This design comes from an exercise in tuning for small area on the open sky130 flow, not from production work.
In this exercise RTL edits were held to simulation tests only and were not proved equivalent to the original.

==> job 142: inputs <==
==> flow/design.v (excerpt) <==
module pafc (
  input  wire        clk,
  input  wire        rst,           
  input  wire        cmd_valid,
  input  wire [31:0] cmd,
  output reg         rsp_err,
  output reg  [31:0] rsp_data,
  input  wire        zc_pc_valid,
  input  wire [15:0] zc_pc_delay,
  input  wire        zc_cs_valid,
  input  wire [15:0] zc_cs_delay,
  output wire [15:0] pins
);
export LEC_CHECK = 0
export ABC_CLOCK_PERIOD_IN_PS = 1000000
export CAP_MARGIN = 20
export CORE_MARGIN = 2
export CORE_UTILIZATION = 30
export PLACE_DENSITY = 0.4
export SLEW_MARGIN = 20
create_clock -name core_clock -period 1000.0 [get_ports {clk}]
standard.sh (not shown) runs the stock make flow with config.mk's settings and CLKGATE_MAP_FILE= SYNTH_SCRIPT=/design/flow/synth_recipe.tcl, a recipe that flattens the netlist after the stock synthesis.
==> flow/flow/run.sh <==
#!/bin/bash
# Own layout flow: the standard synthesis and layout, unchanged except
# that the port buffers are the smallest buffer cell and the clock tree's
# leaf clusters are larger and carry no dummy loads.
# Each tool writes its full output to a log file of its own in the work folder.
set -euo pipefail
W=$(pwd)
bash standard.sh synth > $W/flow_synth.log 2>&1
bash standard.sh finish \
  "BUFFER_PORTS_ARGS=-buffer_cell sky130_fd_sc_hd__buf_1" \
  "CTS_ARGS=-sink_clustering_enable -repair_clock_nets -sink_clustering_size 20 -sink_clustering_max_diameter 100 -dont_use_dummy_load" \
  > $W/flow_finish.log 2>&1
==> job 1766 (differences from job 142) <==
==> flow/flow/run.sh (replaced) <==
#!/bin/bash
# Own layout flow: the standard synthesis, then the combinational cells
# and half adders are re-mapped by ABC with an area-oriented script
# (registers, full adders and tie cells are kept as the standard synthesis
# made them), then the standard layout from floorplan to finish.
# Each tool writes its full output to a log file of its own in the work folder.
set -euo pipefail
W=$(pwd)
F=$W/flow
R=$W/orfs/results/$FLOW_PLATFORM/pafc/base
LIB=$FLOW_HOME/platforms/$FLOW_PLATFORM/lib/sky130_fd_sc_hd__tt_025C_1v80.lib
YOSYS=$FLOW_HOME/../tools/install/yosys/bin/yosys
[[ -x $YOSYS ]] || YOSYS=$(command -v yosys)

# 1. the standard synthesis, unchanged
bash standard.sh synth > $W/flow_synth.log 2>&1

# 2. re-map the combinational logic
python3 $F/genmodels.py $LIB > $W/cellmodels.v 2> $W/flow_genmodels.log
# the half adders are re-mapped too
cat >> $W/cellmodels.v <<'EOV'
module sky130_fd_sc_hd__ha_1(A, B, COUT, SUM);
  input A, B;
  output COUT, SUM;
  assign SUM = A ^ B;
  assign COUT = A & B;
endmodule
EOV
cp $R/1_2_yosys.v $W/std_1_2_yosys.v
DU=""
for c in probe_p_8 probec_p_8 lpflow_bleeder_1 lpflow_clkbufkapwr_1 lpflow_clkbufkapwr_16 \
  lpflow_clkbufkapwr_2 lpflow_clkbufkapwr_4 lpflow_clkbufkapwr_8 lpflow_clkinvkapwr_1 \
  lpflow_clkinvkapwr_16 lpflow_clkinvkapwr_2 lpflow_clkinvkapwr_4 lpflow_clkinvkapwr_8 \
  lpflow_decapkapwr_12 lpflow_decapkapwr_3 lpflow_decapkapwr_4 lpflow_decapkapwr_6 \
  lpflow_decapkapwr_8 lpflow_inputiso0n_1 lpflow_inputiso0p_1 lpflow_inputiso1n_1 \
  lpflow_inputiso1p_1 lpflow_inputisolatch_1 lpflow_isobufsrc_1 lpflow_isobufsrc_16 \
  lpflow_isobufsrc_2 lpflow_isobufsrc_4 lpflow_isobufsrc_8 lpflow_isobufsrckapwr_16 \
  lpflow_lsbuf_lh_hl_isowell_tap_1 lpflow_lsbuf_lh_hl_isowell_tap_2 \
  lpflow_lsbuf_lh_hl_isowell_tap_4 lpflow_lsbuf_lh_isowell_4 lpflow_lsbuf_lh_isowell_tap_1 \
  lpflow_lsbuf_lh_isowell_tap_2 lpflow_lsbuf_lh_isowell_tap_4; do
  DU="$DU -dont_use sky130_fd_sc_hd__$c"
done
cat > $W/reabc.ys <<EOS
read_liberty -lib $LIB
read_verilog -overwrite $W/cellmodels.v
read_verilog $W/std_1_2_yosys.v
hierarchy -check -top $FLOW_TOP
flatten
techmap
opt -fast -purge
tee -o $W/reabc_before.txt stat -liberty $LIB
abc -liberty $LIB $DU -script $F/area.abc
opt_clean -purge
write_verilog -noattr -nohex -nodec $W/reabc_mapped.v
EOS
$YOSYS -s $W/reabc.ys > $W/flow_reabc.log 2>&1
# second pass on the mapped netlist, every cell read from the library
cat > $W/reabc2.ys <<EOS
read_liberty -lib $LIB
read_verilog $W/reabc_mapped.v
hierarchy -check -top $FLOW_TOP
splitnets
opt_clean -purge
hilomap -singleton -hicell sky130_fd_sc_hd__conb_1 HI -locell sky130_fd_sc_hd__conb_1 LO
insbuf -buf sky130_fd_sc_hd__buf_4 A X
tee -o $W/reabc_after.txt stat -liberty $LIB
check -assert -mapped
write_verilog -noattr -nohex -nodec $W/reabc_1_2_yosys.v
EOS
$YOSYS -s $W/reabc2.ys > $W/flow_reabc2.log 2>&1
cp $W/reabc_1_2_yosys.v $R/1_2_yosys.v
rm -f $R/1_synth.odb

# 3. the standard layout from the new netlist
bash standard.sh finish > $W/flow_finish.log 2>&1
==> flow/flow/area.abc (new file) <==
&get -n
&st
&deepsyn -T 90
&put
amap
topo
==> flow/flow/genmodels.py (new file) <==
#!/usr/bin/env python3
# Writes Verilog models (assign statements) of the single-output combinational
# cells of a liberty file, from their function attributes.
import re, sys
lib = open(sys.argv[1]).read()
skip = re.compile(r'(fa_|ha_|fah|dfxtp|dfrtp|dfstp|dfbbn|dfbbp|dfrbp|dfrtn|dfsbp|dfxbp|edf|sdf|dlx|dlr|dlc|sdlc|conb|tap|fill|decap|diode|probe|lpflow|macro|ebuf|einv|bufbuf|clkdlybuf)')
out = []
for m in re.finditer(r'\n\s*cell\s*\(\s*"?(\w+)"?\s*\)\s*\{', lib):
    name = m.group(1)
    start = m.end()
    depth = 1; i = start
    while depth:
        c = lib[i]
        if c == '{': depth += 1
        elif c == '}': depth -= 1
        i += 1
    body = lib[start:i]
    short = name.split('__')[-1]
    if skip.match(short): continue
    pins = []
    for pm in re.finditer(r'\n\s*pin\s*\(\s*"?(\w+)"?\s*\)\s*\{', body):
        pn = pm.group(1); j = pm.end(); d = 1
        while d:
            c = body[j]
            if c == '{': d += 1
            elif c == '}': d -= 1
            j += 1
        pb = body[pm.end():j]
        dirm = re.search(r'direction\s*:\s*"?(\w+)"?', pb)
        fm = re.search(r'\bfunction\s*:\s*"([^"]*)"', pb)
        pins.append((pn, dirm.group(1) if dirm else None, fm.group(1) if fm else None))
    outs = [p for p in pins if p[1] == 'output']
    ins = [p for p in pins if p[1] == 'input']
    if len(outs) != 1 or outs[0][2] is None: continue
    f = outs[0][2]
    f = f.replace('!', '~').replace('*', '&').replace('+', '|')
    # implicit AND by juxtaposition ("A B") -> "&"
    f = re.sub(r'(\w|\))\s+(?=[\w(~])', r'\1&', f)
    out.append('module %s(%s);\n' % (name, ', '.join([p[0] for p in ins] + [outs[0][0]])) +
               ''.join('  input %s;\n' % p[0] for p in ins) +
               '  output %s;\n  assign %s = %s;\nendmodule\n' % (outs[0][0], outs[0][0], f))
sys.stdout.write(''.join(out))
==> job 5094 (differences from job 142) <==
--- a/flow/design.v
+++ b/flow/design.v
@@ -622,11 +622,11 @@
           online_d[g] = 1'b0;
           luten_d[g]  = 1'b0;
           mode_d[g]   = 1'b0;
           psel_d[g]   = 4'd0;
           pnone_d[g]  = 1'b1;
-          pend_d[g]   = s2_pend[g];         
+          pend_d[g]   = 16'd0;
           dly_d[g]    = dly_q[g];
           debt_d[g]   = 18'd0;
           bal_d[g]    = 2'd0;
         end else begin
           duty_d[g]   = t ? nt_duty : duty_q[g];
==> flow/run.sh (new file) <==
#!/bin/bash
# synth_recipe.tcl (not shown) runs the flow's synth.tcl, then flattens the netlist and writes it again
# the make line also repeats each setting of config.mk as NAME=value (left out here)
make -C /OpenROAD-flow-scripts/flow DESIGN_CONFIG=/design/flow/config.mk WORK_HOME=/design/flow/orfs CLKGATE_MAP_FILE= SYNTH_SCRIPT=/design/flow/synth_recipe.tcl finish
--- a/flow/config.mk
+++ b/flow/config.mk
@@ -3,10 +3,11 @@
 export DESIGN_NICKNAME = pafc
 export VERILOG_FILES = /design/flow/design.v
 export SDC_FILE = /design/flow/constraint.sdc
 export NUM_CORES = 4
 export LEC_CHECK = 0
+export ABC_AREA = 1
 export ABC_CLOCK_PERIOD_IN_PS = 1000000
 export CAP_MARGIN = 20
 export CORE_MARGIN = 2
 export CORE_UTILIZATION = 30
 export PLACE_DENSITY = 0.4
removed: flow/flow/run.sh
removed: flow/standard.sh
==> run summary <==
|  | job 1766 | job 142 | job 5094 |
|---|---|---|---|
| Outcome | no timing/DRC/antenna violations | no timing/DRC/antenna violations | no timing/DRC/antenna violations |
| Final setup skew | 0.0595 ns | 0.119 ns | 0.0259 ns |
| Area share of xor/xnor cells in the synthesized design | - | 0.00545 | 0.00511 |
| Max frequency | 0.00230 GHz | 0.00232 GHz | 0.00232 GHz |
| Count of mapped cells out of synthesis | 7633 | 9481 | 11300 |
| Area grow syn2layout | 13.6% | 7.71% | 9.15% |
| Share of the cycle needed by the critical path after routing | 0.435 | 0.432 | 0.431 |
| Register-to-register setup slack | 832.43 ns | 830.98 ns | 835.67 ns |
| Count of non-CTS buffers in the layout | 399 | 409 | 405 |
| Met3 usage in global routing | 0.0429 | 0.0396 | 0.0299 |
| Filler Cell Count | 23000 | 28000 | 29100 |
| Dominant register cell in the synthesized netlist | - | sky130_fd_sc_hd__dfxtp_1 | sky130_fd_sc_hd__dfxtp_1 |
| Vias in the first global route | 65300 | 72100 | 76700 |
| GRT met2 Usage | 0.479 | 0.438 | 0.425 |
| Timing endpoint of the critical path | rsp_data[2] | rsp_data[11] | rsp_data[1] |
| Clock tree cell share of total cell area | 0.0269 | 0.0100 | 0.0233 |
| Multi-input logic area | 51200 um2 | 64300 um2 | 62300 um2 |
| Number of cells on the worst reg-to-reg path | 470 | 492 | 549 |
| Final WL | 350000 um | 369000 um | 373000 um |
| Multi-input gate share of total cell area | 0.688 | 0.756 | 0.708 |
| Cts bufs inserted | 57 | 34 | 61 |
| Drt pass-1 iters | 9 | 6 | 6 |
| Most common library cell in the layout ignoring fill and taps | sky130_fd_sc_hd__nor2_1 | sky130_fd_sc_hd__nor2_1 | sky130_fd_sc_hd__nand2_1 |
| CP peak stage delay | 0.99 ns | 0.88 ns | 0.68 ns |

re-timing with driven ports:
The results above use ideal ports. As a check the final layouts listed here were re-extracted and re-timed, cells and wires unchanged.
Step 1: set_driving_cell puts a clkbuf_16 on clk and a buf_2 on each other input, an assumption about the parent block.
Step 2 also shifts input and output timing later by t, the mid clock arrival at the registers, as if the neighbouring blocks saw the same clock.
a / b / c = no drivers / after step 1 / after step 2; a / b = the first two.
run | t, ns | setup slack, ns | clock arrival spread, ns | worst register clock-pin slew, ns
job 142 | 0.775 | 568.250 / 568.226 / 568.226 | 0.119 / 0.119 | 0.11 / 0.11
job 1766 | 0.774 | 565.096 / 565.073 / 565.073 | 0.061 / 0.061 | 0.07 / 0.07
job 5094 | 0.798 | 568.739 / 568.710 / 568.710 | 0.026 / 0.026 | 0.07 / 0.07
After both steps every run listed still meets setup and hold. For job 5094, which loses most, drivers alone change the setup slack by -0.029 ns; drivers and shift together by -0.029 ns.
